This design comes from an exercise in tuning for small area, a short achievable clock period and few clock cycles on the open sky130 flow, not from production work. No functional check of the RTL was part of any run shown here. Power is estimated from default activity; no workload was simulated.

--- flow/config.mk ---
export PLATFORM = sky130hd
export DESIGN_NAME = akdv_core
export DESIGN_NICKNAME = akdv_core
export VERILOG_FILES = /design/flow/design.v
export SDC_FILE = /design/flow/constraint.sdc
export NUM_CORES = 4
export LEC_CHECK = 0
export CAP_MARGIN = 60
export CORE_MARGIN = 2
export CORE_UTILIZATION = 40
export SLEW_MARGIN = 60
--- flow/constraint.sdc ---
create_clock -name core_clock -period 15.0 [get_ports {clk}]
set_input_delay 3.0000 -clock core_clock [delete_from_list [all_inputs] [get_ports {clk}]]
set_output_delay 3.0000 -clock core_clock [all_outputs]
set_load 0.01 [all_outputs]
--- flow/design.v ---
module akdv_core (
    input  wire        clk,
    input  wire        rst,           
    input  wire        cmd_valid,
    output wire        cmd_ready,
    input  wire [1:0]  cmd_op,        
    input  wire [8:0]  cmd_w,
    input  wire [8:0]  cmd_h,
    input  wire [3:0]  cmd_b,
    input  wire [7:0]  cmd_idx,
    output reg         rsp_valid,
    output reg  [3:0]  rsp_acc,
    input  wire        grid_valid,
    output wire        grid_ready,
    input  wire [23:0] grid_rgb,      
    input  wire        pix_valid,
    output wire        pix_ready,
    input  wire [23:0] pix_rgb,       
    output reg         out_valid,
    output reg  [7:0]  out_byte,
    input  wire        rx_valid,
    output wire        rx_ready,
    input  wire [7:0]  rx_byte,
    output reg         lum_valid,
    output reg         lum_bit,
    output reg  [8:0]  lum_pre,
    output reg  [8:0]  lum_post,
    output wire        fault,
    output reg  [1:0]  fault_code     
);
    localparam PH_IDLE  = 2'd0;
    localparam PH_GRID  = 2'd1;
    localparam PH_PIX   = 2'd2;
    localparam PH_FAULT = 2'd3;
    function [3:0] bump;
        input [3:0] a;
        input       inc;
        begin
            if (inc)
                bump = (a == 4'd15) ? 4'd15 : a + 4'd1;
            else
                bump = (a == 4'd0) ? 4'd0 : a - 4'd1;
        end
    endfunction
    reg  [1:0]  ph;
    reg         dec;
    reg         sess;          
    reg         f0;            
    reg  [8:0]  cfg_w;
    reg  [8:0]  cfg_h;
    reg  [3:0]  cfg_b;
    reg  [8:0]  gxe;           
    reg  [8:0]  gye;           
    reg  [5:0]  ksub;          
    reg  [8:0]  nacc;          
    reg  [8:0]  npix;          
    reg  [8:0]  rem;           
    reg  [8:0]  pf;            
    reg         cmd_rdy, grid_rdy, pix_rdy, rx_rdy;
    reg         fault_r;
    reg  [6:0]  ecnt;          
    reg         eflag;
    reg         ef0;           
    reg  [7:0]  cp;            
    reg  [8:0]  cpx;           
    reg  [3:0]  cbx;           
    reg  [3:0]  cby;           
    reg  [5:0]  ccell;         
    reg  [5:0]  crow;          
    reg         ra_pend;       
    reg  [3:0]  ra_row;
    reg         fa_pend;       
    reg         rd_pend;       
    reg  [7:0]  rd_idx;
    reg         rd_zero;
    reg         rot_busy;
    reg         rot_rd;        
    reg         rot_ra;        
    reg  [3:0]  rot_row;
    reg  [3:0]  rot_left;      
    reg  [3:0]  rot_step;      
    assign cmd_ready  = cmd_rdy;
    assign grid_ready = grid_rdy;
    assign pix_ready  = pix_rdy;
    assign rx_ready   = rx_rdy;
    assign fault      = fault_r;
    wire        cmd_fire  = cmd_valid & cmd_rdy;
    wire        grid_fire = grid_valid & grid_rdy;
    wire        pix_fire  = pix_valid & pix_rdy;
    wire        rx_fire   = rx_valid & rx_rdy;
    wire        cmd_start = cmd_fire & ~cmd_op[1];
    wire        cmd_reset = cmd_fire & (cmd_op == 2'd3);
    wire        cmd_rd    = cmd_fire & (cmd_op == 2'd2);
    wire [7:0]  b2        = cfg_b * cfg_b;
    wire [8:0]  nacc_nx   = nacc + {1'b0, b2};
    wire        row_end_g = (gxe == cfg_w);
    wire        last_cell = row_end_g & (gye == cfg_h);
    wire [6:0]  rx_len    = rx_byte[6:0];
    wire        rx_zero   = (rx_len == 7'd0);
    wire        rx_over   = ({2'b00, rx_len} > rem);
    wire        rx_last   = ({2'b00, rx_len} == rem);
    reg  [1:0]  ph_n;
    always @(*) begin
        ph_n = ph;
        if (grid_fire & last_cell)
            ph_n = PH_PIX;
        if (pix_fire & (rem == 9'd1))
            ph_n = PH_GRID;
        if (rx_fire) begin
            if (rx_zero | rx_over)
                ph_n = PH_FAULT;
            else if (rx_last)
                ph_n = PH_GRID;
        end
        if (cmd_start)
            ph_n = PH_GRID;
        if (cmd_reset)
            ph_n = PH_IDLE;
    end
    reg  [8:0]  pf_n;
    always @(*) begin
        pf_n = pf;
        if (cmd_start | cmd_reset | (grid_fire & last_cell))
            pf_n = 9'd0;
        else if (pix_fire)
            pf_n = pf + 9'd1;
        else if (rx_fire & ~rx_zero & ~rx_over)
            pf_n = pf + {2'b00, rx_len};
    end
    reg         pv1;           
    wire        cp_last  = ({1'b0, cp} + 9'd1 == npix);
    wire        row_end  = (cpx + 9'd1 == cfg_w);
    wire        bx_last  = (cbx == cfg_b - 4'd1);
    wire        blk_last = (cby == cfg_b - 4'd1);
    wire        blk_all  = rd_pend | fa_pend | (rot_busy & ~rot_ra);
    wire        ra_hit   = ra_pend & (cp[7:4] == ra_row);
    wire        iss_dec  = (ecnt != 7'd0) & ~fault_r & ~blk_all & ~ra_hit;
    wire        iss      = pv1 | iss_dec;
    wire        part_row = (cp[3:0] != 4'd15);           
    wire        ra_set   = iss & cp_last & part_row;
    wire        ra_done  = rot_busy & rot_ra & (rot_left == 4'd0);
    wire [6:0]  ecnt_n    = (ph == PH_FAULT) ? 7'd0 :
                            rx_fire ? rx_len :
                            iss_dec ? ecnt - 7'd1 : ecnt;
    reg  [7:0]  cp_n;
    reg  [8:0]  cpx_n;
    reg  [3:0]  cbx_n, cby_n;
    reg  [5:0]  ccell_n, crow_n;
    reg         ef0_n;
    always @(*) begin
        cp_n = cp; cpx_n = cpx; cbx_n = cbx; cby_n = cby; ccell_n = ccell; crow_n = crow;
        ef0_n = ef0;
        if (cmd_start) begin
            ef0_n = 1'b1;
            cp_n = 8'd0; cpx_n = 9'd0; cbx_n = 4'd0; cby_n = 4'd0; ccell_n = 6'd0; crow_n = 6'd0;
        end else if (iss) begin
            if (cp_last) begin
                ef0_n = 1'b0;
                cp_n = 8'd0; cpx_n = 9'd0; cbx_n = 4'd0; cby_n = 4'd0; ccell_n = 6'd0; crow_n = 6'd0;
            end else begin
                cp_n = cp + 8'd1;
                if (row_end) begin
                    cpx_n = 9'd0;
                    cbx_n = 4'd0;
                    if (blk_last) begin
                        cby_n   = 4'd0;
                        ccell_n = ccell + 6'd1;
                        crow_n  = ccell + 6'd1;
                    end else begin
                        cby_n   = cby + 4'd1;
                        ccell_n = crow;
                    end
                end else begin
                    cpx_n = cpx + 9'd1;
                    if (bx_last) begin
                        cbx_n   = 4'd0;
                        ccell_n = ccell + 6'd1;
                    end else begin
                        cbx_n   = cbx + 4'd1;
                    end
                end
            end
        end
    end
    wire        ra_pend_n = (ra_pend & ~ra_done) | ra_set;
    wire [3:0]  ra_row_n  = ra_set ? cp[7:4] : ra_row;
    wire        iss_ok_n  = ~(ra_pend_n & (cp_n[7:4] == ra_row_n)) & ~blk_all & ~cmd_rd;
    wire [5:0]  ksub_n    = grid_fire ? (last_cell ? 6'd0 : ksub + 6'd1) : ksub;
    wire        wrap_now  = iss & cp_last;      
    wire        safe_n    = (ecnt_n <= 7'd2) |
                            (~wrap_now & ((ksub_n < crow) | (blk_last & (ksub_n < ccell))));
    wire        pix_ok_n  = ~(ra_pend_n & (pf_n[7:4] == ra_row_n)) & ~blk_all;
    always @(posedge clk) begin
        if (rst) begin
            ph       <= PH_IDLE;
            sess     <= 1'b0;
            f0       <= 1'b0;
            cmd_rdy  <= 1'b1;
            grid_rdy <= 1'b0;
            pix_rdy  <= 1'b0;
            rx_rdy   <= 1'b0;
            fault_r  <= 1'b0;
            ecnt     <= 7'd0;
            ra_pend  <= 1'b0;
        end else begin
            ph       <= ph_n;
            ecnt     <= ecnt_n;
            ra_pend  <= ra_pend_n;
            cmd_rdy  <= (ph_n != PH_PIX) & (ecnt_n == 7'd0) & ~pix_fire &
                        ~cmd_rd & ~rd_pend & ~(rot_busy & rot_rd & (rot_left != 4'd0));
            grid_rdy <= (ph_n == PH_GRID) & safe_n;
            pix_rdy  <= (ph_n == PH_PIX) & ~dec & pix_ok_n;
            rx_rdy   <= (ph_n == PH_PIX) & dec &
                        ((ecnt_n == 7'd0) | ((ecnt_n == 7'd1) & iss_ok_n));
            fault_r  <= (ph_n == PH_FAULT);
            if (cmd_start) begin
                sess <= 1'b1;
                f0   <= 1'b1;
            end
            if (cmd_reset)
                sess <= 1'b0;
            if ((pix_fire & (rem == 9'd1)) | (rx_fire & rx_last))
                f0 <= 1'b0;
        end
    end
    always @(posedge clk) begin
        if (rx_fire)
            eflag <= rx_byte[7];
        if (rx_fire)
            fault_code <= rx_zero ? 2'd1 : 2'd2;
        if (cmd_start) begin
            dec   <= cmd_op[0];
            cfg_w <= cmd_w;
            cfg_h <= cmd_h;
            cfg_b <= cmd_b;
        end
        if (cmd_start) begin
            gxe  <= {5'd0, cmd_b};
            gye  <= {5'd0, cmd_b};
            nacc <= 9'd0;
        end else if (grid_fire) begin
            if (row_end_g) begin
                gxe <= {5'd0, cfg_b};
                gye <= last_cell ? {5'd0, cfg_b} : gye + {5'd0, cfg_b};
            end else begin
                gxe <= gxe + {5'd0, cfg_b};
            end
            nacc <= last_cell ? 9'd0 : nacc_nx;
        end
        if (cmd_start)
            ksub <= 6'd0;
        else
            ksub <= ksub_n;
        if (grid_fire & last_cell) begin
            npix <= nacc_nx;
            rem  <= nacc_nx;
        end else if (pix_fire) begin
            rem  <= rem - 9'd1;
        end else if (rx_fire) begin
            rem  <= rem - {2'b00, rx_len};
        end
        pf <= pf_n;
        cp    <= cp_n;
        cpx   <= cpx_n;
        cbx   <= cbx_n;
        cby   <= cby_n;
        ccell <= ccell_n;
        crow  <= crow_n;
        ef0   <= ef0_n;
        ra_row <= ra_row_n;
    end
    reg  [23:0] in_rgb;
    reg         gv1;           
    reg  [5:0]  k1;
    always @(posedge clk) begin
        in_rgb <= grid_rdy ? grid_rgb : pix_rgb;
        k1     <= ksub;
        if (rst) begin
            gv1 <= 1'b0;
            pv1 <= 1'b0;
        end else begin
            gv1 <= grid_fire;
            pv1 <= pix_fire;
        end
    end
    wire [9:0]  sum1     = {2'b00, in_rgb[23:16]} + {2'b00, in_rgb[15:8]} + {2'b00, in_rgb[7:0]};
    reg  [9:0]  sum2;
    reg         gv2;
    reg  [5:0]  k2;
    reg         xv2;           
    reg         dv2;           
    reg  [7:0]  p2;
    reg  [5:0]  cell2;
    reg         last2;
    reg         fz2;
    reg         fl2;
    always @(posedge clk) begin
        sum2  <= sum1;
        k2    <= k1;
        p2    <= cp;
        cell2 <= ccell;
        last2 <= cp_last;
        fz2   <= ef0;
        fl2   <= eflag;
        dv2   <= iss_dec;
        if (rst) begin
            gv2 <= 1'b0;
            xv2 <= 1'b0;
        end else begin
            gv2 <= gv1;
            xv2 <= iss;
        end
    end
    wire [19:0] lum_prod = sum2 * 10'd683;
    wire [7:0]  lum2     = lum_prod[18:11];         
    reg  [7:0]  lum3;
    reg         gv3;
    reg  [5:0]  k3;
    reg         xv3, dv3, last3, fz3, fl3;
    reg  [7:0]  p3;
    reg  [5:0]  cell3;
    always @(posedge clk) begin
        lum3  <= lum2;
        k3    <= k2;
        cell3 <= cell2;
        dv3   <= dv2;
        last3 <= last2;
        fz3   <= fz2;
        fl3   <= fl2;
        p3    <= p2;
        if (rst) begin
            gv3 <= 1'b0;
            xv3 <= 1'b0;
        end else begin
            gv3 <= gv2;
            xv3 <= xv2;
        end
    end
    reg  [511:0] grid;         
    genvar gi;
    generate
        for (gi = 0; gi < 64; gi = gi + 1) begin : g_grid
            always @(posedge clk)
                if (gv3 & (k3 == gi))
                    grid[gi*8 +: 8] <= lum3;
        end
    endgenerate
    wire [7:0]  glum3 = grid[cell3*8 +: 8];
    reg  [7:0]  lum4;
    reg  [7:0]  glum4;
    reg         xv4, dv4, last4, fz4, fl4;
    reg  [7:0]  p4;
    always @(posedge clk) begin
        lum4  <= lum3;
        glum4 <= glum3;
        dv4   <= dv3;
        last4 <= last3;
        fz4   <= fz3;
        fl4   <= fl3;
        p4    <= p3;
        if (rst)
            xv4 <= 1'b0;
        else
            xv4 <= xv3;
    end
    wire [9:0]  d4    = {2'b00, lum4} - {2'b00, glum4};
    wire [4:0]  thr4  = d4[9] ? 5'd0 : ({1'b0, d4[7:4]} + {4'd0, |d4[3:0]});
    reg  [4:0]  thr5;
    reg  [7:0]  glum5;
    reg         xv5, dv5, last5, fz5, fl5;
    reg  [7:0]  p5;
    always @(posedge clk) begin
        thr5  <= thr4;
        glum5 <= glum4;
        dv5   <= dv4;
        last5 <= last4;
        fz5   <= fz4;
        fl5   <= fl4;
        p5    <= p4;
        if (rst)
            xv5 <= 1'b0;
        else
            xv5 <= xv4;
    end
    reg  [1023:0] acc;         
    wire        rot_scan = rot_busy & rot_rd;
    wire [3:0]  hrow     = rot_scan ? rot_row : p5[7:4];
    wire [3:0]  head5    = acc[hrow*64 +: 4];
    wire [3:0]  a5       = fz5 ? 4'd0 : head5;
    wire        ebit5    = ({1'b0, a5} < thr5);
    wire        bit5     = dv5 ? fl5 : ebit5;
    wire [3:0]  a2_5     = bump(a5, bit5);
    wire        en5      = xv5 & ~dv5;              
    genvar ri, si;
    generate
        for (ri = 0; ri < 16; ri = ri + 1) begin : g_row
            wire self = rot_busy & (rot_row == ri);
            wire step = self | (xv5 & (p5[7:4] == ri));
            for (si = 0; si < 15; si = si + 1) begin : g_slot
                always @(posedge clk)
                    if (step)
                        acc[(ri*16+si)*4 +: 4] <= acc[(ri*16+si+1)*4 +: 4];
            end
            always @(posedge clk)
                if (step)
                    acc[(ri*16+15)*4 +: 4] <= self ? acc[(ri*16)*4 +: 4] : a2_5;
        end
    endgenerate
    wire        pipe_busy = xv2 | xv3 | xv4 | xv5 | pv1;
    wire        rot_free  = ~rot_busy | (rot_left == 4'd0);
    wire        ra_start  = xv5 & last5 & (p5[3:0] != 4'd15);
    always @(posedge clk) begin
        if (cmd_rd) begin
            rd_idx <= cmd_idx;
        end
        if (rst) begin
            rot_busy <= 1'b0;
            fa_pend  <= 1'b0;
            rd_pend  <= 1'b0;
        end else begin
            if (rot_busy) begin
                rot_left <= rot_left - 4'd1;
                rot_step <= rot_step + 4'd1;
                if (rot_left == 4'd0)
                    rot_busy <= 1'b0;
            end
            if (ra_start) begin
                rot_busy <= 1'b1;
                rot_rd   <= 1'b0;
                rot_ra   <= 1'b1;
                rot_row  <= p5[7:4];
                rot_left <= 4'd14 - p5[3:0];
                rot_step <= 4'd0;
            end else if (rot_free & ~pipe_busy & ~ra_pend & fa_pend) begin
                fa_pend  <= 1'b0;
                if (cp[3:0] != 4'd0) begin
                    rot_busy <= 1'b1;
                    rot_rd   <= 1'b0;
                    rot_ra   <= 1'b0;
                    rot_row  <= cp[7:4];
                    rot_left <= 4'd15 - cp[3:0];
                    rot_step <= 4'd0;
                end
            end else if (rot_free & ~pipe_busy & ~ra_pend & rd_pend) begin
                rd_pend  <= 1'b0;
                rot_busy <= 1'b1;
                rot_rd   <= 1'b1;
                rot_ra   <= 1'b0;
                rot_row  <= rd_idx[7:4];
                rot_left <= 4'd15;
                rot_step <= 4'd0;
            end
            if (rx_fire & (rx_zero | rx_over))
                fa_pend <= 1'b1;
            if (cmd_rd)
                rd_pend <= 1'b1;
        end
        if (cmd_rd)
            rd_zero <= 1'b0;
        if (tv1)
            rd_zero <= zero1;
    end
    reg         tv1;
    reg  [7:0]  idx1;
    wire        zero1 = ~sess | ({1'b0, idx1} >= npix) | (f0 & ({1'b0, idx1} >= pf));
    always @(posedge clk) begin
        idx1 <= cmd_idx;
        if (rst)
            tv1 <= 1'b0;
        else
            tv1 <= cmd_rd;
    end
    reg         run_flag;
    reg  [6:0]  run_len;
    reg         fl_v;
    reg  [7:0]  fl_byte;
    reg         pk_emit;
    reg  [7:0]  pk_byte;
    reg         pk_flag;
    reg  [6:0]  pk_len;
    always @(*) begin
        pk_emit = 1'b0;
        pk_byte = {run_flag, run_len};
        pk_flag = ebit5;
        pk_len  = 7'd1;
        if (run_len != 7'd0) begin
            if (ebit5 == run_flag)
                pk_len = run_len + 7'd1;
            else
                pk_emit = 1'b1;
        end
        if (pk_len == 7'd127) begin
            pk_emit = 1'b1;
            pk_byte = {pk_flag, 7'd127};
            pk_len  = 7'd0;
        end
    end
    wire        rd_hit = rot_scan & (rot_step == rd_idx[3:0]);
    always @(posedge clk) begin
        lum_bit  <= fl5;
        lum_pre  <= {1'b0, glum5} + {1'b0, a5, 4'b0000};
        lum_post <= {1'b0, glum5} + {1'b0, a2_5, 4'b0000};
        rsp_acc  <= rd_zero ? 4'd0 : head5;
        if (en5) begin
            run_flag <= pk_flag;
            fl_byte  <= {pk_flag, pk_len};
        end
        out_byte <= fl_v ? fl_byte : pk_byte;
        if (rst) begin
            run_len   <= 7'd0;
            fl_v      <= 1'b0;
            out_valid <= 1'b0;
            lum_valid <= 1'b0;
            rsp_valid <= 1'b0;
        end else begin
            if (en5)
                run_len <= last5 ? 7'd0 : pk_len;
            fl_v      <= en5 & last5 & (pk_len != 7'd0);
            out_valid <= fl_v | (en5 & pk_emit);
            lum_valid <= xv5 & dv5;
            rsp_valid <= rd_hit;
        end
    end
endmodule
--- flow/run.sh ---
#!/bin/bash
# synth_recipe.tcl (not shown) runs the flow's synth.tcl, then flattens the netlist and writes it again
# the make line also repeats each setting of config.mk as NAME=value (left out here)
make -C /OpenROAD-flow-scripts/flow DESIGN_CONFIG=/design/flow/config.mk WORK_HOME=/design/flow/orfs CLKGATE_MAP_FILE= SYNTH_SCRIPT=/design/flow/synth_recipe.tcl finish
==> impl_results.md, run 1 <==
* Status: complete, no violations
* Max Slew Vio Count at 0
* Grt total ovfl at 0
* Yosys top cell area share at a little under 70%
* CP endpoint kind: register
* Worst skew pair latency at 840 ps
* Post-CTS setup buffers at 0
* Clock Path Buffers at 3
* Kind of critical path: in -> reg
* Seq/Total Area, Yosys at 76.9%
* Synth top area cells: edfxtp_1 (68%), dfxtp_1 (8.5%), mux4_2 (5.7%)
* Maximum vdd drop at 0.000207 V
* CP arrival at between 6000 and 7000 ps
* Most instantiated cells after synthesis: edfxtp_1 (1619), dfxtp_1 (300), nor2_1 (231), mux4_2 (180), nand2_1 (176)
* Ys Warns at 1
* Ports at about 140
* Final setup TNS at 0 ps
* Tcrit/Tclk final at 39.4%
* CTS root buf: clkbuf_16
* MaxCap Viol Count at 0
* Post-place instance area at roughly 76000 um2
* Min setup slack post-route at ~9100 ps
* Final hold vios at 0
* Dpl ws at 8280 ps
* Largest net degree at the start of global routing at between 60 and 70
* Headroom to the max-slew limit at between 50% and 60%
* PwrDens at 175 nW/um2
* Mapped cell area at approximately 70000 um2
* DR vias/cell at 5.02
* # nets final at 4513
* DP HPWL at 89900 um
* #FFs+latches synth at ~1900
* Max FO, Critical Path at 6
* Hold Slack at 301 ps
* PostCTS Resize Cnt at 0
* Count of cell types in the netlist at 81
* Wire length per cell at 20.6 um
* H-tree levels at 4
* Worst min path class: reg -> reg
* Die width at 425 um
* Initial antenna violation count at 3
* Measured slew at the worst slew-check pin at 613 ps
* Hold buffers post-CTS at 0
* Total iterations of the first detailed-routing run at 6
* Lkg Pwr at about 0.028 uW
* RSZ-0062 raised after global routing: no
* Main synth FF type: edfxtp_1
* DIE HEIGHT at 425 um
* CTS buffer count at 190
* Clk slew on worst S/H paths at 60 ps
* Vias post-DR at 33700
* Req. time, crit path at ~16000 ps
* Global-route wire length before repair at 208000 um
* Clock sinks at 1919
* Mean area per synthesized cell at 18.1 um2
* Gate Count Post-Synth at ~3900
* Drt initial violations at 2804
* Final Non-Filler Cells at about 6700
* Final setup vio count at 0
* Die ar. at 181000 um2
* Fraction of registers with async set/reset at 0%
* Cell with the most instances after synthesis: edfxtp_1
* Fin area at 82600 um2
* Fmax at 169 MHz
* Cell Count Post-Placement at 6353
* Post-route ant nets at 0
* Syn nets at approximately 4200
* Vias in the first global route at 33300
* DRC viols at 0
* Gr usage total at 15.3%
* Share of cells above drive strength 1 at between 15 and 20%
* Core ar. at 176000 um2
* EDFF count, synth at 1619
* Startpoint types: input port
* Area growth, synth to finish at 16.2%
* Rows at about 150
* CTS tree: built
* Worst clock skew at 69.0 ps
* Initial core utilization at 40.3%
* Buffers on Ports at 134
* Final WL at 138000 um
* Area leader, netlist: edfxtp_1
* Min Tclk post-route at slightly below 6000 ps
* GP Congestion at approximately 0.83
[per-stage QoR]
step	utilization (%)	power, uW
floorplan	-	8790
global placement	42.8	9750
detailed placement	43.1	9880
CTS	46.7	14700
global route	46.8	15300
finish	46.8	14500
[metal layers]
| layer | part of all wire [%] | routed length, um | vias up | GRT usage (%) |
|---|---|---|---|---|
| li1 | - | - | 15600 | - |
| met1 | 46 | 63700 | 17000 | 21.8 |
| met3 | 4.6 | 6410 | 234 | 2.72 |
| met2 | 47 | 64800 | 843 | 23.8 |
| met5 | 0 | 0 | - | 0 |
| met4 | 2.5 | 3490 | 0 | 4.76 |
[cell usage in the layout, fill, tap and decap left out, types with 10 or more instances in the layout]
master and count:
inv_1 165, mux2_2 86, mux2i_1 22, clkinv_1 24, nor2b_1 41, dfxtp_2 12
clkbuf_8 36, ha_1 169, clkdlybuf4s50_1 133, clkbuf_16 195, nor4_1 13, edfxtp_1 1619
nand3_1 68, and3_1 18, a21oi_1 108, a211oi_1 11, o21ai_0 63, or3_1 15
xnor2_1 102, nor3_1 23, nand4_1 21, clkbuf_1 42, mux4_2 180, buf_6 13
fa_1 40, o21ai_1 13, o22ai_4 10, nand2b_1 21, nor2_2 66, clkinv_2 32
nand2_1 175, nor2_1 164, buf_4 17, a31oi_1 18, xor2_1 53, a21o_1 32
bufinv_16 13, dfxtp_1 286, and2_1 17
[critical path: stages]
cell and delay, ps:
clkdlybuf4s50_1 690, inv_1 90, ha_1 310, nand2b_1 80
a21oi_1 240, o31ai_2 140, a21oi_1 170, a21oi_1 150
a211oi_1 500, or4b_1 500, or4_1 530, a211oi_1 240
[power breakdown]
part	internal [uW]	switching (uW)
registers	6190	175
clock network	2740	2030
logic	1500	1850
total	10400	4050
[logic make-up (layout without fill, tap and decap cells)]
logic type | after synthesis | count (layout) | synth area share (%)
flops | 1919 | 1919 | 76.9
mux | 291 | 291 | 7.44
xor+xnor | 157 | 157 | 1.96
fa+ha+maj | 209 | 209 | 4.10
buf+inv | 276 | 719 | 1.52
other cells | 0 | 4 | 0
compound gates | 366 | 366 | 3.27
simple gates | 712 | 712 | 4.81
[flip-flops by register name (all words and copies together) (netlist names), 10 cells and up]
signal and count:
acc 1024, sum2 10, in_rgb 24, grid 512
[worst paths after layout]
| kind | start | to | slack (ps) | depth (start not counted) |
|---|---|---|---|---|
| max | rx_byte[1] | rx_rdy | 9090 | 12 |
| min | cell2[1] | cell3[1] | 300 | 0 |
| max reg2reg | rot_busy | lum_post[8] | 9960 | 20 |
| min reg2reg | cell2[1] | cell3[1] | 300 | 0 |
[cell type report]
| type | instances | area (um2) |
|---|---|---|
| antenna | 4 | 10.0 |
| clock buffer | 257 | 5310 |
| clock inverter | 98 | 1110 |
| fill | 14700 | 93700 |
| inverter | 172 | 647 |
| multi-input combinational | 1735 | 15900 |
| sequential | 1919 | 54600 |
| tap | 2340 | 2930 |
| timing repair buffer | 192 | 2020 |
==> run 2, diff against run 1 <==
--- a/flow/config.mk
+++ b/flow/config.mk
@@ -5,7 +5,7 @@
 export SDC_FILE = /design/flow/constraint.sdc
 export NUM_CORES = 4
 export LEC_CHECK = 0
-export CAP_MARGIN = 60
+export CAP_MARGIN = 20
 export CORE_MARGIN = 2
 export CORE_UTILIZATION = 40
-export SLEW_MARGIN = 60
+export SLEW_MARGIN = 20
==> impl_results.md, run 2 <==
* EDFF count, synth at roughly 1600
* Wire length per cell at 20.6 um
* Tcrit/Tclk final at 41.2%
* Clock Power Share at 33.9%
* Vias post-DR at 33700
* Final setup TNS at 0 ps
* Net Switching at 4040 uW
* Top Registers: acc (1024), grid (512), in_rgb (24)
* Yosys top cell area share at 68.4%
* Worst min path class: reg -> reg
* Synth top area cells: edfxtp_1 (68%), dfxtp_1 (8.5%), mux4_2 (5.7%)
* Post-synthesis mux area share at 7.44%
* Synth Area in Simple Gates at 4.81%
* Fmax at ~160 MHz
* Startpoint types: input port
* Max FO, Critical Path at 21
* Crit-path cells: clkdlybuf4s50_1 > nand2_1 > nor4_1 > nand2_1 > clkinv_1 > nor2_1 > ha_1 > a21oi_1 > nand2_1 > a21oi_1 > a21boi_0 > o22ai_1 > nand2_1 > a2111oi_0
* Die width at between 400 and 500 um
* Seq/Total Area, Yosys at 76.9%
* Die ar. at 181000 um2
* Dpl ws at 7870 ps
* # nets final at 4498
* Grt total ovfl at 0
* Req. time, crit path at 15710 ps
* Reg2Reg Setup Slack at roughly 9200 ps
* Worst clock skew at 71.5 ps
* Final Non-Filler Cells at approximately 6700
* PostCTS Resize Cnt at 0
* Most frequent cells in the layout: edfxtp_1 (1619), dfxtp_1 (289), nor2_1 (231)
* Final hold vios at 0
* Int Pwr at 10500 uW
* Global-route wire length before repair at 208000 um
* Clock Path Buffers at 3
* DRC viols at 0
* #FFs+latches synth at between 1500 and 2000
* Clk slew on worst S/H paths at around 60 ps
* Area leader, netlist: edfxtp_1
* Largest family of logic cells by synthesized area: multiplexers
* PwrDens at 177 nW/um2
* Area growth, synth to finish at 15.6%
* Crit-path most repeated cell: nand2_1
* CTS tree: built
* CP endpoint kind: register
* CP arrival at about 6900 ps
* Sequential Power Share at between 40% and 50%
* Most instantiated cells after synthesis: edfxtp_1 (1619), dfxtp_1 (300), nor2_1 (231), mux4_2 (180), nand2_1 (176)
* Min setup slack post-route at roughly 9000 ps
* Fraction of registers with async set/reset at 0%
* Mapped cell area at just over 70000 um2
* Final setup vio count at 0
* Status: complete, no violations
* Cell Count Post-Placement at 6340
* Post-route ant nets at 0
* RSZ-0062 raised after global routing: no
* DR vias/cell at 5.02
* Most common cell after layout, fill and taps aside: edfxtp_1
* Lkg Pwr at 0.0276 uW
* CTS buffer count at 193
* Maximum vdd drop at 0.000229 V
* Cell with the most instances after synthesis: edfxtp_1
* Post-CTS setup buffers at 0
* Share of cells above drive strength 1 at 15.2%
* CTS root buf: clkbuf_16
* Switching Fraction at 27.8%
* Hold buffers post-CTS at 0
* Gr usage total at 15.3%
* Comb power frac at 22.2%
* Syn nets at 4233
* Total iterations of the first detailed-routing run at 5
* Ys Warns at 1
* Complex-gate fraction of the synthesized area at 3.27%
* GP Congestion at 0.827
* Headroom to the max-slew limit at 29.5%
* Initial core utilization at between 40% and 50%
* Count of cell types in the netlist at between 80 and 90
* Most flops, register: acc
* Vias in the first global route at 33300
* Max Slew Vio Count at 0
* Mean area per synthesized cell at 18.1 um2
* Hold Slack at 307 ps
* Ports at around 140
* Synth Area in Adders at roughly 4.1%
* DP HPWL at 89100 um
* Worst skew pair latency at 840 ps
* Kind of critical path: in -> reg
* Crit path max-delay cell type: clkinv_1
* Clock sinks at between 1500 and 2000
* Gate Count Post-Synth at a little under 4000
* Initial antenna violation count at 5
* Measured slew at the worst slew-check pin at 1050 ps
* H-tree levels at 4
* Min Tclk post-route at just over 6000 ps
* Main synth FF type: edfxtp_1
* Rows at 154
* MaxCap Viol Count at 0
* Max reg flops at just over 1000
* Fillcell total at 14800
* Drt initial violations at between 2000 and 3000
* CP max stage delay at 710 ps
* Final WL at about 140000 um
* Core ar. at 176000 um2
* DIE HEIGHT at roughly 430 um
* Buffers on Ports at 134
* Xor and xnor area share after synthesis at 1.96%
* Largest net degree at the start of global routing at 66
[run 2: critical path: cells and delay by family]
kind,cells,cell delay (ps)
adder cells (fa/ha/maj),1,290
AO/OA/AOI/OAI,5,940
AND/OR/NAND/NOR,6,1500
buffers and inverters,2,1150
[run 2: metrics by stage]
step                instance area (um2)  total power [uW]  util [%]
finish                            82100             14600      46.6
CTS                               82100             14800      46.6
detailed placement                75400              9790      42.8
global placement                  75400              9750      42.8
floorplan                         71000              8790         -
global route                      82100             15400      46.6
[run 2: worst paths after layout]
path	cells after the start	endpoint	from
max	14	grid_rdy	grid_valid
min	0	p3[7]	p2[7]
min reg2reg	0	p3[7]	p2[7]
max reg2reg	20	lum_post[8]	rot_busy
[run 2: layout make-up]
cell class,count,area [um2],area share [%]
Sequential cell,1919,54600,66.5
Multi-Input combinational cell,1735,15500,18.9
Clock buffer,262,5400,6.57
Tap cell,2340,2930,3.57
Timing Repair Buffer,174,1640,1.99
Clock inverter,103,1320,1.61
Inverter,172,646,0.786
Antenna cell,5,12.5,0.0152
[run 2: logic make-up after synthesis]
| group | Yosys count |
|---|---|
| AOI/OAI and AO/OA | 366 |
| xor gates and xnor gates | 157 |
| adders and majority gates | 209 |
| and+or+nand+nor | 712 |
| muxes | 291 |
| buffers and inverters | 276 |
| DFF | 1919 |
[run 2: per-layer routing]
| metal | vias to the layer above | GRT usage [%] | routed length [um] |
|---|---|---|---|
| met4 | 0 | 5.17 | 3960 |
| met5 | - | 0 | 0 |
| met1 | 17000 | 21.8 | 62800 |
| met2 | 870 | 23.6 | 64100 |
| li1 | 15600 | - | - |
| met3 | 241 | 2.79 | 7230 |
[run 2: power by group through the flow]
stage               Clock [uW]  Sequential, uW  Combinational [uW]
detailed placement           0            6520                3280
floorplan                    0            6500                2280
CTS                       5070            6400                3310
global placement             0            6510                3240
finish                    4940            6400                3230
global route              5290            6430                3720
==> run 3, diff against run 2 <==
--- a/flow/design.v
+++ b/flow/design.v
@@ -55,7 +55,6 @@
     reg  [8:0]  nacc;          
     reg  [8:0]  npix;          
     reg  [8:0]  rem;           
-    reg  [8:0]  pf;            
     reg         cmd_rdy, grid_rdy, pix_rdy, rx_rdy;
     reg         fault_r;
     reg  [6:0]  ecnt;          
@@ -97,8 +96,14 @@
     wire        last_cell = row_end_g & (gye == cfg_h);
     wire [6:0]  rx_len    = rx_byte[6:0];
     wire        rx_zero   = (rx_len == 7'd0);
-    wire        rx_over   = ({2'b00, rx_len} > rem);
-    wire        rx_last   = ({2'b00, rx_len} == rem);
+    reg         rem_big;
+    reg  [7:0]  rem_gth, rem_eqh;      
+    reg  [15:0] rem_gtl, rem_eql;      
+    wire        rx_eqh    = rem_eqh[rx_len[6:4]];
+    wire        rx_over   = ~rem_big & (rem_gth[rx_len[6:4]] | (rx_eqh & rem_gtl[rx_len[3:0]]));
+    wire        rx_last   = ~rem_big & rx_eqh & rem_eql[rx_len[3:0]];
+    reg         rx_sub;                    
+    reg  [6:0]  rx_len_r;
     reg  [1:0]  ph_n;
     always @(*) begin
         ph_n = ph;
@@ -117,16 +122,31 @@
         if (cmd_reset)
             ph_n = PH_IDLE;
     end
-    reg  [8:0]  pf_n;
+    reg  [8:0]  rem_n;
     always @(*) begin
-        pf_n = pf;
-        if (cmd_start | cmd_reset | (grid_fire & last_cell))
-            pf_n = 9'd0;
+        rem_n = rem;
+        if (grid_fire & last_cell)
+            rem_n = nacc_nx;
         else if (pix_fire)
-            pf_n = pf + 9'd1;
-        else if (rx_fire & ~rx_zero & ~rx_over)
-            pf_n = pf + {2'b00, rx_len};
+            rem_n = rem - 9'd1;
+        else if (rx_sub)
+            rem_n = rem - {2'b00, rx_len_r};
     end
+    genvar mi;
+    generate
+        for (mi = 0; mi < 16; mi = mi + 1) begin : g_reml
+            always @(posedge clk) begin
+                rem_gtl[mi] <= (mi > rem_n[3:0]);
+                rem_eql[mi] <= (mi == rem_n[3:0]);
+            end
+        end
+        for (mi = 0; mi < 8; mi = mi + 1) begin : g_remh
+            always @(posedge clk) begin
+                rem_gth[mi] <= (mi > rem_n[6:4]);
+                rem_eqh[mi] <= (mi == rem_n[6:4]);
+            end
+        end
+    endgenerate
     reg         pv1;           
     wire        cp_last  = ({1'b0, cp} + 9'd1 == npix);
     wire        row_end  = (cpx + 9'd1 == cfg_w);
@@ -139,9 +159,9 @@
     wire        part_row = (cp[3:0] != 4'd15);           
     wire        ra_set   = iss & cp_last & part_row;
     wire        ra_done  = rot_busy & rot_ra & (rot_left == 4'd0);
+    wire [6:0]  ecnt_r    = iss_dec ? ecnt - 7'd1 : ecnt;    
     wire [6:0]  ecnt_n    = (ph == PH_FAULT) ? 7'd0 :
-                            rx_fire ? rx_len :
-                            iss_dec ? ecnt - 7'd1 : ecnt;
+                            rx_fire ? rx_len : ecnt_r;
     reg  [7:0]  cp_n;
     reg  [8:0]  cpx_n;
     reg  [3:0]  cbx_n, cby_n;
@@ -182,14 +202,18 @@
             end
         end
     end
+    wire [7:0]  cp_adv    = iss ? (cp_last ? 8'd0 : cp + 8'd1) : cp;
     wire        ra_pend_n = (ra_pend & ~ra_done) | ra_set;
     wire [3:0]  ra_row_n  = ra_set ? cp[7:4] : ra_row;
-    wire        iss_ok_n  = ~(ra_pend_n & (cp_n[7:4] == ra_row_n)) & ~blk_all & ~cmd_rd;
+    wire        iss_ok_n  = ~(ra_pend_n & (cp_adv[7:4] == ra_row_n)) & ~blk_all & ~cmd_rd;
     wire [5:0]  ksub_n    = grid_fire ? (last_cell ? 6'd0 : ksub + 6'd1) : ksub;
     wire        wrap_now  = iss & cp_last;      
-    wire        safe_n    = (ecnt_n <= 7'd2) |
-                            (~wrap_now & ((ksub_n < crow) | (blk_last & (ksub_n < ccell))));
-    wire        pix_ok_n  = ~(ra_pend_n & (pf_n[7:4] == ra_row_n)) & ~blk_all;
+    wire [5:0]  ksub_1    = ksub + 6'd1;
+    wire        safe_n    = (rx_fire ? (rx_len <= 7'd2) : (ecnt_r <= 7'd2)) |
+                            (~wrap_now & ((ksub_1 < crow) | (blk_last & (ksub_1 < ccell))));
+    wire [7:0]  cp_n1     = cp_adv + 8'd1;
+    wire        pix_ok_n  = ~(ra_pend_n & ((cp_adv[7:4] == ra_row_n) | (cp_n1[7:4] == ra_row_n))) &
+                            ~blk_all;
     always @(posedge clk) begin
         if (rst) begin
             ph       <= PH_IDLE;
@@ -202,16 +226,19 @@
             fault_r  <= 1'b0;
             ecnt     <= 7'd0;
             ra_pend  <= 1'b0;
+            rx_sub   <= 1'b0;
         end else begin
+            rx_sub   <= rx_fire;
             ph       <= ph_n;
             ecnt     <= ecnt_n;
             ra_pend  <= ra_pend_n;
-            cmd_rdy  <= (ph_n != PH_PIX) & (ecnt_n == 7'd0) & ~pix_fire &
-                        ~cmd_rd & ~rd_pend & ~(rot_busy & rot_rd & (rot_left != 4'd0));
+            cmd_rdy  <= (ph != PH_PIX) & ~(grid_fire & last_cell) & ~rx_fire & ~pix_fire &
+                        (ecnt_r == 7'd0) & ~cmd_rd & ~rd_pend &
+                        ~(rot_busy & rot_rd & (rot_left != 4'd0));
             grid_rdy <= (ph_n == PH_GRID) & safe_n;
             pix_rdy  <= (ph_n == PH_PIX) & ~dec & pix_ok_n;
-            rx_rdy   <= (ph_n == PH_PIX) & dec &
-                        ((ecnt_n == 7'd0) | ((ecnt_n == 7'd1) & iss_ok_n));
+            rx_rdy   <= (ph_n == PH_PIX) & dec & ~rx_fire &
+                        ((ecnt_r == 7'd0) | ((ecnt_r == 7'd1) & iss_ok_n));
             fault_r  <= (ph_n == PH_FAULT);
             if (cmd_start) begin
                 sess <= 1'b1;
@@ -251,15 +278,11 @@
             ksub <= 6'd0;
         else
             ksub <= ksub_n;
-        if (grid_fire & last_cell) begin
+        if (grid_fire & last_cell)
             npix <= nacc_nx;
-            rem  <= nacc_nx;
-        end else if (pix_fire) begin
-            rem  <= rem - 9'd1;
-        end else if (rx_fire) begin
-            rem  <= rem - {2'b00, rx_len};
-        end
-        pf <= pf_n;
+        rem <= rem_n;
+        rem_big <= (rem_n[8:7] != 2'b00);
+        rx_len_r <= rx_len;
         cp    <= cp_n;
         cpx   <= cpx_n;
         cbx   <= cbx_n;
@@ -311,7 +334,30 @@
             xv2 <= iss;
         end
     end
-    wire [19:0] lum_prod = sum2 * 10'd683;
+    reg  [13:0] u2b;
+    reg  [14:0] w2b;
+    reg         gv2b, xv2b, dv2b, last2b, fz2b, fl2b;
+    reg  [5:0]  k2b, cell2b;
+    reg  [7:0]  p2b;
+    always @(posedge clk) begin
+        u2b    <= {4'd0, sum2} + {3'd0, sum2, 1'b0} + {1'd0, sum2, 3'b000};
+        w2b    <= {5'd0, sum2} + {3'd0, sum2, 2'b00} + {1'd0, sum2, 4'b0000};
+        k2b    <= k2;
+        cell2b <= cell2;
+        dv2b   <= dv2;
+        last2b <= last2;
+        fz2b   <= fz2;
+        fl2b   <= fl2;
+        p2b    <= p2;
+        if (rst) begin
+            gv2b <= 1'b0;
+            xv2b <= 1'b0;
+        end else begin
+            gv2b <= gv2;
+            xv2b <= xv2;
+        end
+    end
+    wire [19:0] lum_prod = {6'd0, u2b} + {w2b, 5'b00000};
     wire [7:0]  lum2     = lum_prod[18:11];         
     reg  [7:0]  lum3;
     reg         gv3;
@@ -321,19 +367,19 @@
     reg  [5:0]  cell3;
     always @(posedge clk) begin
         lum3  <= lum2;
-        k3    <= k2;
-        cell3 <= cell2;
-        dv3   <= dv2;
-        last3 <= last2;
-        fz3   <= fz2;
-        fl3   <= fl2;
-        p3    <= p2;
+        k3    <= k2b;
+        cell3 <= cell2b;
+        dv3   <= dv2b;
+        last3 <= last2b;
+        fz3   <= fz2b;
+        fl3   <= fl2b;
+        p3    <= p2b;
         if (rst) begin
             gv3 <= 1'b0;
             xv3 <= 1'b0;
         end else begin
-            gv3 <= gv2;
-            xv3 <= xv2;
+            gv3 <= gv2b;
+            xv3 <= xv2b;
         end
     end
     reg  [511:0] grid;         
@@ -384,7 +430,7 @@
     end
     reg  [1023:0] acc;         
     wire        rot_scan = rot_busy & rot_rd;
-    wire [3:0]  hrow     = rot_scan ? rot_row : p5[7:4];
+    reg  [3:0]  hrow;              
     wire [3:0]  head5    = acc[hrow*64 +: 4];
     wire [3:0]  a5       = fz5 ? 4'd0 : head5;
     wire        ebit5    = ({1'b0, a5} < thr5);
@@ -406,9 +452,13 @@
                     acc[(ri*16+15)*4 +: 4] <= self ? acc[(ri*16)*4 +: 4] : a2_5;
         end
     endgenerate
-    wire        pipe_busy = xv2 | xv3 | xv4 | xv5 | pv1;
+    wire        pipe_busy = xv2 | xv2b | xv3 | xv4 | xv5 | pv1;
     wire        rot_free  = ~rot_busy | (rot_left == 4'd0);
     wire        ra_start  = xv5 & last5 & (p5[3:0] != 4'd15);
+    wire        fa_go     = rot_free & ~pipe_busy & ~ra_pend & fa_pend;
+    wire        rd_go     = ~ra_start & ~fa_go & rot_free & ~pipe_busy & ~ra_pend & rd_pend;
+    always @(posedge clk)
+        hrow <= rd_go ? rd_idx[7:4] : (rot_scan & (rot_left != 4'd0)) ? rot_row : p4[7:4];
     always @(posedge clk) begin
         if (cmd_rd) begin
             rd_idx <= cmd_idx;
@@ -431,7 +481,7 @@
                 rot_row  <= p5[7:4];
                 rot_left <= 4'd14 - p5[3:0];
                 rot_step <= 4'd0;
-            end else if (rot_free & ~pipe_busy & ~ra_pend & fa_pend) begin
+            end else if (fa_go) begin
                 fa_pend  <= 1'b0;
                 if (cp[3:0] != 4'd0) begin
                     rot_busy <= 1'b1;
@@ -441,7 +491,7 @@
                     rot_left <= 4'd15 - cp[3:0];
                     rot_step <= 4'd0;
                 end
-            end else if (rot_free & ~pipe_busy & ~ra_pend & rd_pend) begin
+            end else if (rd_go) begin
                 rd_pend  <= 1'b0;
                 rot_busy <= 1'b1;
                 rot_rd   <= 1'b1;
@@ -462,7 +512,7 @@
     end
     reg         tv1;
     reg  [7:0]  idx1;
-    wire        zero1 = ~sess | ({1'b0, idx1} >= npix) | (f0 & ({1'b0, idx1} >= pf));
+    wire        zero1 = ~sess | ({1'b0, idx1} >= npix) | (f0 & (idx1 >= cp));
     always @(posedge clk) begin
         idx1 <= cmd_idx;
         if (rst)
@@ -470,6 +520,28 @@
         else
             tv1 <= cmd_rd;
     end
+    wire        rd_hit = rot_scan & (rot_step == rd_idx[3:0]);
+    reg  [7:0]  glum6;
+    reg  [3:0]  a6, a2_6, rsp6;
+    reg         ebit6, fl6, last6, en6, lv6, rv6;
+    always @(posedge clk) begin
+        glum6 <= glum5;
+        a6    <= a5;
+        a2_6  <= a2_5;
+        rsp6  <= rd_zero ? 4'd0 : head5;
+        ebit6 <= ebit5;
+        fl6   <= fl5;
+        last6 <= last5;
+        if (rst) begin
+            en6 <= 1'b0;
+            lv6 <= 1'b0;
+            rv6 <= 1'b0;
+        end else begin
+            en6 <= en5;
+            lv6 <= xv5 & dv5;
+            rv6 <= rd_hit;
+        end
+    end
     reg         run_flag;
     reg  [6:0]  run_len;
     reg         fl_v;
@@ -481,10 +553,10 @@
     always @(*) begin
         pk_emit = 1'b0;
         pk_byte = {run_flag, run_len};
-        pk_flag = ebit5;
+        pk_flag = ebit6;
         pk_len  = 7'd1;
         if (run_len != 7'd0) begin
-            if (ebit5 == run_flag)
+            if (ebit6 == run_flag)
                 pk_len = run_len + 7'd1;
             else
                 pk_emit = 1'b1;
@@ -495,13 +567,12 @@
             pk_len  = 7'd0;
         end
     end
-    wire        rd_hit = rot_scan & (rot_step == rd_idx[3:0]);
     always @(posedge clk) begin
-        lum_bit  <= fl5;
-        lum_pre  <= {1'b0, glum5} + {1'b0, a5, 4'b0000};
-        lum_post <= {1'b0, glum5} + {1'b0, a2_5, 4'b0000};
-        rsp_acc  <= rd_zero ? 4'd0 : head5;
-        if (en5) begin
+        lum_bit  <= fl6;
+        lum_pre  <= {1'b0, glum6} + {1'b0, a6, 4'b0000};
+        lum_post <= {1'b0, glum6} + {1'b0, a2_6, 4'b0000};
+        rsp_acc  <= rsp6;
+        if (en6) begin
             run_flag <= pk_flag;
             fl_byte  <= {pk_flag, pk_len};
         end
@@ -513,12 +584,12 @@
             lum_valid <= 1'b0;
             rsp_valid <= 1'b0;
         end else begin
-            if (en5)
-                run_len <= last5 ? 7'd0 : pk_len;
-            fl_v      <= en5 & last5 & (pk_len != 7'd0);
-            out_valid <= fl_v | (en5 & pk_emit);
-            lum_valid <= xv5 & dv5;
-            rsp_valid <= rd_hit;
+            if (en6)
+                run_len <= last6 ? 7'd0 : pk_len;
+            fl_v      <= en6 & last6 & (pk_len != 7'd0);
+            out_valid <= fl_v | (en6 & pk_emit);
+            lum_valid <= lv6;
+            rsp_valid <= rv6;
         end
     end
 endmodule
==> flow/flow/run.sh (new file) <==
#!/bin/bash
# Standard layout, with fast buffers on the ports instead of the default
# delay-cell buffers that buffer_ports picks on its own.
set -euo pipefail
export BUFFER_PORTS_ARGS="-buffer_cell sky130_fd_sc_hd__buf_4"
bash standard.sh > standard_flow.log 2>&1
==> flow/standard.sh (new file) <==
#!/bin/bash
# synth_recipe.tcl (not shown) runs the flow's synth.tcl, then flattens the netlist and writes it again
# the make line also repeats each setting of config.mk as NAME=value (left out here)
make -C /OpenROAD-flow-scripts/flow DESIGN_CONFIG=/design/flow/config.mk WORK_HOME=/design/flow/orfs CLKGATE_MAP_FILE= SYNTH_SCRIPT=/design/flow/synth_recipe.tcl "${@:-finish}"
--- a/flow/config.mk
+++ b/flow/config.mk
@@ -5,7 +5,7 @@
 export SDC_FILE = /design/flow/constraint.sdc
 export NUM_CORES = 4
 export LEC_CHECK = 0
-export CAP_MARGIN = 20
+export CAP_MARGIN = 60
 export CORE_MARGIN = 2
 export CORE_UTILIZATION = 40
-export SLEW_MARGIN = 20
+export SLEW_MARGIN = 60
removed: flow/run.sh
==> impl_results.md, run 3 <==
* Syn nets at 4289
* Final WL at 136000 um
* Fraction of registers with async set/reset at 0%
* GP Congestion at 0.842
* Clock sinks at 2045
* H-tree levels at 4
* Seq/Total Area, Yosys at 78.1%
* DP HPWL at 87300 um
* Req. time, crit path at 15750 ps
* Lkg Pwr at 0.0284 uW
* Min Tclk post-route at 4950 ps
* Yosys top cell area share at 66.2%
* Headroom to the max-slew limit at 60.1%
* Post-route ant nets at 0
* Sequential Power Share at 49.6%
* Worst min path class: reg -> reg
* Area growth, synth to finish at 15.6%
* DRC viols at 0
* Switching Fraction at 24.5%
* Hold_sp: fz4
* Maximum vdd drop at 0.000106 V
* Clock Path Buffers at 3
* PwrDens at 159 nW/um2
* Vias in the first global route at ~34000
* Final setup vio count at 0
* Mean area per synthesized cell at roughly 18 um2
* Hold buffers post-CTS at 0
* Max Slew Vio Count at 0
* Int Pwr at slightly above 10000 uW
* Wire length per cell at 19.8 um
* EDFF count, synth at approximately 1600
* Startpoint types: input port
* Most frequent cells in the layout: edfxtp_1 (1610), dfxtp_1 (418), nor2_1 (212)
* Status: complete, no violations
* Core ar. at around 180000 um2
* Drt initial violations at around 2800
* Area leader, netlist: edfxtp_1
* Kind of critical path: in -> reg
* Comb power frac at 13.5%
* Min setup slack post-route at 10050 ps
* RSZ-0062 raised after global routing: no
* Final Non-Filler Cells at 6862
* Grt total ovfl at 0
* Tcrit/Tclk final at about a third
* Most instantiated cells after synthesis: edfxtp_1 (1610), dfxtp_1 (435), nor2_1 (280), mux4_2 (200), nand2_1 (168)
* Main synth FF type: edfxtp_1
* CTS buffer count at 200
* CP startpoint: rx_byte[0]
* Met2 Track Usage GR at roughly 23%
* MaxCap Viol Count at 0
* Top Registers: acc (1024), grid (512), in_rgb (24)
* Met3 Use GR at approximately 2.9%
* Clk slew on worst S/H paths at 60 ps
* CP endpoint kind: register
* # nets final at around 4600
* Gr usage total at between 10 and 15%
* Grt peak-use layer: met2
* Clock Power Share at 36.9%
* Share of cells above drive strength 1 at ~21%
* Cell Count Post-Placement at about 6500
* Reg2Reg Launch Point: hrow[0]
* Largest net degree at the start of global routing at 66
* Fmax at roughly 200 MHz
* Total iterations of the first detailed-routing run at 5
* DIE HEIGHT at 431 um
* Most flops, register: acc
* Final setup TNS at 0 ps
* Initial antenna violation count at 10
* Ys Warns at 1
* Max reg flops at ~1000
* CP arrival at around 5700 ps
* Synth top area cells: edfxtp_1 (66%), dfxtp_1 (12%), mux4_2 (6.2%)
* Vias post-DR at 34200
* Ports at 135
* Final hold vios at 0
* Dpl ws at 9190 ps
* DR vias/cell at approximately 5
* CTS tree: built
* Gate Count Post-Synth at 4032
* Net Switching at 3290 uW
* Rows at 156
* Max FO, Critical Path at 12
* Met1 Usage GRT at 20.3%
* Buffers on Ports at 134
* CTS root buf: clkbuf_16
* Most common cell after layout, fill and taps aside: edfxtp_1
* PostCTS Resize Cnt at 0
* Measured slew at the worst slew-check pin at roughly 600 ps
* Count of cell types in the netlist at approximately 80
* Worst skew pair latency at 840 ps
* Post-place instance area at 77700 um2
* Cell with the most instances after synthesis: edfxtp_1
* Initial core utilization at 40.3%
* Post-CTS setup buffers at 0
* Fin area at roughly 84000 um2
* Mapped cell area at 73100 um2
* Worst clock skew at 43.9 ps
* Die width at 431 um
* Global-route wire length before repair at 207000 um
* #FFs+latches synth at 2045
* Die ar. at 186000 um2
run 3: cell types whose count changed after synthesis, sizes merged, moves of 20 or more:
cell and change:
inv -31, nor2 +49, xnor2 -26, dfxtp +135
mux4 +20, o21ai +21, ha -37
run 3: final cells by class:
class	count	area [um2]
Timing Repair Buffer	194	1680
Multi-Input combinational cell	1735	15600
Clock inverter	108	1080
Antenna cell	3	7.51
Tap cell	2370	2970
Fill cell	15100	96700
Inverter	139	522
Sequential cell	2045	57100
Clock buffer	268	5530
run 3: metrics by stage:
step                hold slack (ps)  total power [uW]  utilization (%)
finish                          300             13400             46.6
global placement                310              8530             42.5
detailed placement              312              8640             42.9
floorplan                       310              7990                -
CTS                             295             13600             46.5
global route                    305             14000             46.6
run 3: cell families (layout without fill, tap and decap cells):
| group | Yosys count | count (layout) | synth area share [%] |
|---|---|---|---|
| compound gates | 405 | 405 | 3.50 |
| xor+xnor | 148 | 148 | 1.77 |
| fa+ha+maj | 164 | 164 | 3.12 |
| buf+inv | 252 | 709 | 1.34 |
| flops | 2045 | 2045 | 78.1 |
| mux | 290 | 290 | 7.52 |
| other cells | 1 | 4 | 0.00513 |
| simple gates | 727 | 727 | 4.64 |
run 3: worst paths after layout:
kind / end / slack [ps] / cells after the start
setup / recovery: pix_rdy / 10050 / 10
hold / removal: fz5 / 300 / 0
setup reg to reg: acc[252] / 10500 / 14
hold reg to reg: fz5 / 300 / 0
run 3: layer usage:
| metal | vias to the layer above | routed length [um] |
|---|---|---|
| met5 | - | 16 |
| met4 | 2 | 4100 |
| met3 | 256 | 7080 |
| met2 | 828 | 64000 |
| met1 | 17200 | 60800 |
| li1 | 15900 | - |
run 3: power groups by stage:
| stage | Clock, uW | Sequential, uW | Combinational (uW) |
|---|---|---|---|
| after global routing | 5290 | 6680 | 2030 |
| after detailed placement | 0 | 6780 | 1850 |
| after floorplan | 0 | 6790 | 1200 |
| after CTS | 5080 | 6660 | 1860 |
| final | 4940 | 6650 | 1810 |
| after global placement | 0 | 6820 | 1720 |
run 3: critical path, stage by stage:
cell      delay (ps)
buf_4            220
mux4_2           530
mux4_2           500
nand2_1          100
a21oi_1           60
o21ai_0          390
nor4bb_1         420
nor3b_1          230
o31ai_1          100
a31oi_1          150
==> run 4, diff against run 3 <==
--- a/flow/design.v
+++ b/flow/design.v
@@ -83,10 +83,15 @@
     assign pix_ready  = pix_rdy;
     assign rx_ready   = rx_rdy;
     assign fault      = fault_r;
-    wire        cmd_fire  = cmd_valid & cmd_rdy;
-    wire        grid_fire = grid_valid & grid_rdy;
-    wire        pix_fire  = pix_valid & pix_rdy;
-    wire        rx_fire   = rx_valid & rx_rdy;
+    reg         cmd_ok, grid_ok, pix_ok, rx_ok;
+    wire        cmd_en    = (ph != PH_PIX) & cmd_ok;
+    wire        grid_en   = (ph == PH_GRID) & grid_ok;
+    wire        pix_en    = (ph == PH_PIX) & ~dec & pix_ok;
+    wire        rx_en     = (ph == PH_PIX) & dec & rx_ok;
+    wire        cmd_fire  = cmd_valid & cmd_en;
+    wire        grid_fire = grid_valid & grid_en;
+    wire        pix_fire  = pix_valid & pix_en;
+    wire        rx_fire   = rx_valid & rx_en;
     wire        cmd_start = cmd_fire & ~cmd_op[1];
     wire        cmd_reset = cmd_fire & (cmd_op == 2'd3);
     wire        cmd_rd    = cmd_fire & (cmd_op == 2'd2);
@@ -220,6 +225,10 @@
             sess     <= 1'b0;
             f0       <= 1'b0;
             cmd_rdy  <= 1'b1;
+            cmd_ok   <= 1'b1;
+            grid_ok  <= 1'b0;
+            pix_ok   <= 1'b0;
+            rx_ok    <= 1'b0;
             grid_rdy <= 1'b0;
             pix_rdy  <= 1'b0;
             rx_rdy   <= 1'b0;
@@ -232,14 +241,24 @@
             ph       <= ph_n;
             ecnt     <= ecnt_n;
             ra_pend  <= ra_pend_n;
+            cmd_ok   <= ~rx_fire & ~pix_fire & (ecnt_r == 7'd0) & ~cmd_rd & ~rd_pend &
+                        ~(rot_busy & rot_rd & (rot_left != 4'd0));
+            grid_ok  <= safe_n;
+            pix_ok   <= pix_ok_n;
+            rx_ok    <= ~rx_fire & ((ecnt_r == 7'd0) | ((ecnt_r == 7'd1) & iss_ok_n));
             cmd_rdy  <= (ph != PH_PIX) & ~(grid_fire & last_cell) & ~rx_fire & ~pix_fire &
                         (ecnt_r == 7'd0) & ~cmd_rd & ~rd_pend &
                         ~(rot_busy & rot_rd & (rot_left != 4'd0));
-            grid_rdy <= (ph_n == PH_GRID) & safe_n;
-            pix_rdy  <= (ph_n == PH_PIX) & ~dec & pix_ok_n;
-            rx_rdy   <= (ph_n == PH_PIX) & dec & ~rx_fire &
+            grid_rdy <= (cmd_start |
+                         ((ph == PH_GRID) & ~cmd_reset & ~(grid_fire & last_cell)) |
+                         (pix_fire & (rem == 9'd1)) |
+                         (rx_fire & rx_last)) & safe_n;
+            pix_rdy  <= ~dec & ~cmd_fire & pix_ok_n &
+                        (((ph == PH_PIX) & ~(pix_fire & (rem == 9'd1))) | (grid_fire & last_cell));
+            rx_rdy   <= dec & ~cmd_fire & ~rx_fire & ((ph == PH_PIX) | (grid_fire & last_cell)) &
                         ((ecnt_r == 7'd0) | ((ecnt_r == 7'd1) & iss_ok_n));
-            fault_r  <= (ph_n == PH_FAULT);
+            fault_r  <= ((ph == PH_FAULT) & ~cmd_start & ~cmd_reset) |
+                        (rx_fire & (rx_zero | rx_over));
             if (cmd_start) begin
                 sess <= 1'b1;
                 f0   <= 1'b1;
@@ -296,7 +315,7 @@
     reg         gv1;           
     reg  [5:0]  k1;
     always @(posedge clk) begin
-        in_rgb <= grid_rdy ? grid_rgb : pix_rgb;
+        in_rgb <= ph[1] ? pix_rgb : grid_rgb;       
         k1     <= ksub;
         if (rst) begin
             gv1 <= 1'b0;
==> impl_results.md, run 4 <==
* CP arrival at 1550 ps
* Top Registers: acc (1024), grid (512), in_rgb (24)
* Synth Area in Adders at 3.12%
* Hold buffers post-CTS at 0
* Post-CTS setup buffers at 0
* Final WL at 138000 um
* PostCTS Resize Cnt at 0
* Die width at 432 um
* Yosys top cell area share at about two thirds
* Ports at 135
* Tcrit/Tclk final at 30.3%
* Most frequent cells in the layout: edfxtp_1 (1610), dfxtp_1 (419), clkbuf_16 (203)
* Mapped cell area at 73400 um2
* Fillcell total at approximately 15000
* Largest net degree at the start of global routing at 66
* Drt initial violations at roughly 3300
* Post-route ant nets at 0
* Measured slew at the worst slew-check pin at around 640 ps
* Buffers on Ports at 134
* Synth top area cells: edfxtp_1 (66%), dfxtp_1 (12%), mux4_2 (6.1%)
* Vias in the first global route at 33900
* Maximum vdd drop at 0.000128 V
* Vias post-DR at between 30000 and 40000
* Share of cells above drive strength 1 at 21.1%
* # nets final at 4575
* Area occupied by multi-input gates at 15900 um2
* Largest family of logic cells by synthesized area: multiplexers
* DR vias/cell at 4.99
* Post-synthesis mux area share at 7.88%
* Main synth FF type: edfxtp_1
* Count of cell types in the netlist at 79
* Initial core utilization at between 40 and 50%
* Final hold vios at 0
* Crit-path cells: buf_4
* Clock sinks at roughly 2000
* Gr usage total at roughly 15%
* Total iterations of the first detailed-routing run at 8
* CTS tree: built
* Area leader, netlist: edfxtp_1
* Global-route wire length before repair at 208000 um
* #FFs+latches synth at around 2000
* DRC viols at 0
* Worst min path class: reg -> reg
* Lkg Pwr at roughly 0.029 uW
* Final setup TNS at 0 ps
* Seq. cell area at 57200 um2
* Area growth, synth to finish at 15.7%
* Worst clock skew at between 80 and 90 ps
* Most common cell after layout, fill and taps aside: edfxtp_1
* Final core occ at between 40% and 50%
* Complex-gate fraction of the synthesized area at 3.20%
* Clock Path Buffers at 3
* Gate Count Post-Synth at 4035
* DIE HEIGHT at approximately 430 um
* Initial antenna violation count at 11
* Startpoint types: register
* CP startpoint: out_byte[7]
* CTS root buf: clkbuf_16
* Headroom to the max-slew limit at 56.8%
* Most instantiated cells after synthesis: edfxtp_1 (1610), dfxtp_1 (439), nor2_1 (257), mux4_2 (200), nand2_1 (156)
* Max reg flops at 1024
* Syn nets at 4293
* Crit path max-delay cell type: dfxtp_1
* Max Slew Vio Count at 0
* Fraction of registers with async set/reset at 0%
* Final setup vio count at 0
* CP max stage delay at ~520 ps
* Grt total ovfl at 0
* Max FO, Critical Path at 1
* Reg2Reg Launch Point: cp[0]
* EDFF count, synth at roughly 1600
* Xor and xnor area share after synthesis at 1.92%
* Mean area per synthesized cell at 18.2 um2
* DP HPWL at 89500 um
* H-tree levels at 4
* PwrDens at 155 nW/um2
* Core ar. at between 150000 and 200000 um2
* Fmax at roughly 220 MHz
* Wire length per cell at 20.0 um
* Synth Area in Simple Gates at under 10%
* Rows at around 160
* Seq/Total Area, Yosys at 77.9%
* Kind of critical path: reg -> out
* Most flops, register: acc
* GP Congestion at 0.834
* MaxCap Viol Count at 0
* Hold_sp: cell2b[2]
* RSZ-0062 raised after global routing: no
* Worst Path Buf+Inv at 1
* Min Tclk post-route at 4550 ps
* Ys Warns at 1
* Req. time, crit path at about 12000 ps
* Clk slew on worst S/H paths at ~60 ps
* CTS buffer count at ~200
* CP endpoint kind: output pin
* Worst skew pair latency at 860 ps
* Die ar. at between 150000 and 200000 um2
* CP top delay family: flip-flops
* Status: complete, no violations
* Cell with the most instances after synthesis: edfxtp_1
[run 4: changes by cell type in the layout (fill, tap and decap cells not counted), sizes merged, moves of 13 or more]
cell    before  now
mux2        70  101
nor2       281  257
o21ai      105   87
nand2b      25   39
xnor2       77   91
a31oi       29   15
nand3       58   73
nand2      169  156
[run 4: kinds of logic (layout without fill, tap and decap cells)]
kind of cell	Yosys count	count (layout)
AOI/OAI and AO/OA	372	372
xor gates and xnor gates	161	161
adders and majority gates	164	164
buffers and inverters	252	704
DFF	2049	2049
muxes	315	315
other	1	7
and+or+nand+nor	721	721
[run 4: stage by stage]
step	hold WS, ps	instances	setup slack [ps]	power (uW)	area (um2)
CTS	313	6871	10340	13300	84800
global placement	310	6476	9380	8330	77400
floorplan	310	4035	9010	7830	73400
global route	316	6872	10260	13700	84900
detailed placement	312	6498	9840	8420	78300
finish	315	6878	10450	13100	84900
[run 4: final timing paths]
| check | endpoint | slack (ps) | depth (start not counted) |
|---|---|---|---|
| hold reg to reg | cell3[2] | 320 | 0 |
| setup reg to reg | pix_rdy | 10570 | 12 |
| setup / recovery | out_byte[7] | 10450 | 1 |
| hold / removal | cell3[2] | 320 | 0 |
[run 4: layout make-up]
| type | count | share of cell area, % |
|---|---|---|
| Inverter | 137 | 0.606 |
| Antenna cell | 6 | 0.0177 |
| Multi-Input combinational cell | 1734 | 18.8 |
| Timing Repair Buffer | 194 | 2.10 |
| Clock inverter | 107 | 1.15 |
| Clock buffer | 266 | 6.49 |
| Tap cell | 2385 | 3.51 |
| Sequential cell | 2049 | 67.3 |
[run 4: worst reg2reg max path, stage by stage, from the launching register on]
cell,delay (ps)
dfxtp_1,600
ha_1,480
and3_1,470
a21oi_1,150
or4_1,510
nor3_1,280
nand2_1,360
inv_1,240
a311oi_1,110
o2bb2a_1,350
a31o_1,260
or4b_1,480
a21oi_1,120
[run 4: metal layers]
| layer | share of wire, % | vias up | wire length (um) | global-route usage (%) |
|---|---|---|---|---|
| met5 | 0.020 | - | 27 | 0 |
| met4 | 2.7 | 4 | 3690 | 4.93 |
| met3 | 5.1 | 245 | 7070 | 2.85 |
| met2 | 47 | 847 | 64200 | 22.8 |
| met1 | 46 | 17200 | 62800 | 20.9 |
| li1 | - | 16000 | - | - |
[run 4: report_power, final]
part           internal [uW]  leakage, uW  total, uW  switching [uW]
clock network           2730      0.00317       4850            2120
registers               6470       0.0182       6640             167
logic                    753      0.00718       1630             880
total                   9950       0.0285      13100            3170

==> static timing again, ports no longer ideal <==
Ports are ideal in the flow. The routed layouts listed here were re-timed in OpenROAD.
Step 1, drivers: a clkbuf_16 drives clk and a buf_2 each remaining input, both assumed.
Step 2, shift: input delay + t, output delay - t, t = (earliest + latest rising clock arrival at the registers) / 2. This alone moves slack from input paths to output paths.
Slacks: ideal / step 1 / step 2; pairs: ideal / step 1.
| run | t, ns | setup WS [ns] | hold WS [ns] | worst register clock-pin slew, ns | worst data-port slew with drivers (ns) |
|---|---|---|---|---|---|
| run 1 | 0.885 | 9.092 / 9.149 / 8.264 | 0.301 / 0.301 / 0.301 | 0.07 / 0.07 | 0.08 |
| run 2 | 0.881 | 8.819 / 8.875 / 7.993 | 0.307 / 0.307 / 0.307 | 0.07 / 0.07 | 0.08 |
| run 3 | 0.898 | 10.053 / 10.087 / 9.189 | 0.300 / 0.300 / 0.300 | 0.07 / 0.07 | 0.07 |
| run 4 | 0.900 | 10.452 / 10.370 / 9.889 | 0.315 / 0.315 / 0.315 | 0.07 / 0.07 | 0.12 |
After both steps setup and hold are still met in every run listed. For run 3, which loses most, drivers alone change the setup slack by +0.034 ns; drivers and shift together by -0.864 ns.
